From an optimization exercise on the open Yosys and OpenROAD flow, aimed at small area, a short achievable clock period and few clock cycles per item; shortcuts taken in it are not production practice.
The RTL was checked by simulation tests, not by an equivalence proof against the original design.

run A:
## cksum
module cksum (
    input  wire        clk,
    input  wire        rst,
    input  wire        in_valid,
    output wire        in_ready,
    input  wire        first,
    input  wire        last,
    input  wire [3:0]  nbytes,
    input  wire [63:0] data,
    output reg         out_valid,
    output wire [31:0] crc,
    output wire [15:0] fl
);
Size: ~1400 cells after synthesis, roughly 120 flip-flops, about 120 I/O pins, about 0.014 mm^2 of cells after synthesis.
==> flow/config.mk <==
export PLATFORM = sky130hd
export DESIGN_NAME = cksum
export DESIGN_NICKNAME = cksum
export VERILOG_FILES = /design/flow/design.v
export SDC_FILE = /design/flow/constraint.sdc
export NUM_CORES = 4
export LEC_CHECK = 0
export CAP_MARGIN = 5
export CORE_MARGIN = 2
export CORE_UTILIZATION = 60
export CTS_BUF_LIST = sky130_fd_sc_hd__clkbuf_8
export CTS_CLUSTER_DIAMETER = 100
export CTS_CLUSTER_SIZE = 30
export PLACE_DENSITY = 0.7
export SLEW_MARGIN = 5
==> flow/constraint.sdc <==
create_clock -name core_clock -period 38.0 [get_ports {clk}]
set_input_delay 7.6000 -clock core_clock [delete_from_list [all_inputs] [get_ports {clk}]]
set_output_delay 7.6000 -clock core_clock [all_outputs]
set_load 0.01 [all_outputs]
standard.sh (not shown) runs the stock make flow with config.mk's settings and CLKGATE_MAP_FILE= SYNTH_SCRIPT=/design/flow/synth_recipe.tcl, a recipe that flattens the netlist after the stock synthesis.
==> flow/flow/run.sh <==
#!/bin/bash
# Layout flow: the standard flow (standard.sh) with three changes.
#  1. Synthesis maps the logic with flow/abc.script (area-oriented ABC
#     mapping) in place of ORFS's abc_speed.script: the run uses a copy of
#     ORFS's scripts folder that differs only in that file.
#  2. Yosys's synth runs with -noabc (it still skips fsm and share), so the
#     full-adder extraction sees the adders as written rather than after a
#     generic ABC pass, which leaves inverters around the adder cells.
#  3. The port buffers are buf_1 cells instead of ORFS's default delay
#     buffers.
# Registers, their names and cells are those of the standard synthesis.
set -euo pipefail
here=$(pwd)
cp -r "$FLOW_HOME/scripts" "$here/scripts"
cp "$here/flow/abc.script" "$here/scripts/abc_speed.script"
sed '1s/-noshare {\*}\$args/-noshare -noabc {*}$args/' synth_recipe.tcl > "$here/synth_noabc.tcl"
grep -q -- '-noabc' "$here/synth_noabc.tcl"
args=(SCRIPTS_DIR="$here/scripts" SYNTH_SCRIPT="$here/synth_noabc.tcl"
      BUFFER_PORTS_ARGS="-buffer_cell sky130_fd_sc_hd__buf_1")
bash standard.sh "${args[@]}" synth > synth.log 2>&1
bash standard.sh "${args[@]}" finish > layout.log 2>&1
==> flow/flow/abc.script <==
strash
&get -n
&fraig -x
&put
scorr
dc2
dretime
strash
&get -n
&dch -f
&nf -R 1000
&put
Testbench counts of run A, summed over its fixed seeds: cycles 52,989, bytes 403,081.
## Diff of input files: run B against run A
Settings: a change of CAP_MARGIN from 5 to 20; a change of CORE_UTILIZATION from 60 to 65; a change of PLACE_DENSITY from 0.7 to 0.75; a change of SLEW_MARGIN from 5 to 20.
--- a/flow/flow/run.sh
+++ b/flow/flow/run.sh
@@ -7,5 +7,5 @@
 #     full-adder extraction sees the adders as written rather than after a
 #     generic ABC pass, which leaves inverters around the adder cells.
-#  3. The port buffers are buf_1 cells instead of ORFS's default delay
+#  3. The port buffers are buf_2 cells instead of ORFS's default delay
 #     buffers.
 # Registers, their names and cells are those of the standard synthesis.
@@ -17,5 +17,5 @@
 grep -q -- '-noabc' "$here/synth_noabc.tcl"
 args=(SCRIPTS_DIR="$here/scripts" SYNTH_SCRIPT="$here/synth_noabc.tcl"
-      BUFFER_PORTS_ARGS="-buffer_cell sky130_fd_sc_hd__buf_1")
+      BUFFER_PORTS_ARGS="-buffer_cell sky130_fd_sc_hd__buf_2")
 bash standard.sh "${args[@]}" synth > synth.log 2>&1
 bash standard.sh "${args[@]}" finish > layout.log 2>&1
Results
The setup slack of run B is larger than that of run A. Run B vs. run A: logic depth of the worst register-to-register path shows a reduction of about 9%; largest clock skew in the final design picked up an extra 0.010 ns. Diff run A..run B | max-capacitance violation count | unchanged.
Input-level comparison between run C and run B:
Settings: changing CORE_UTILIZATION from 65 to 50; changing PLACE_DENSITY from 0.75 to 0.65.
Notes after the runs:
Run C has less setup slack than run B.
| global-route wire length before repair | run C vs run B | about 4.6% higher |
Sequential share of cell area | run C below run B
Row area growth from synthesis to layout: run C higher / run B lower

re-timing with driven ports:
The results above use ideal ports. As a check the final layouts listed here were re-extracted and re-timed, cells and wires unchanged.
Step 1 assumes that a clkbuf_16 drives the clock port and a buf_2 every other input.
Step 2 times the ports against the registers' clock, not the clock port: input delays grow and output delays shrink by t, the midpoint of the rising clock arrivals with the driver on.
Slacks: ideal / step 1 / step 2; pairs: ideal / step 1.
| run | t (ns) | slack for setup (ns) | worst slew at a driven data input, ns |
|---|---|---|---|
| run A | 0.513 | 29.332 / 29.285 / 29.415 | 0.04 |
| run B | 0.519 | 29.408 / 29.360 / 29.464 | 0.04 |
| run C | 0.516 | 29.387 / 29.338 / 29.645 | 0.05 |
After both steps setup and hold are still met in every run listed.
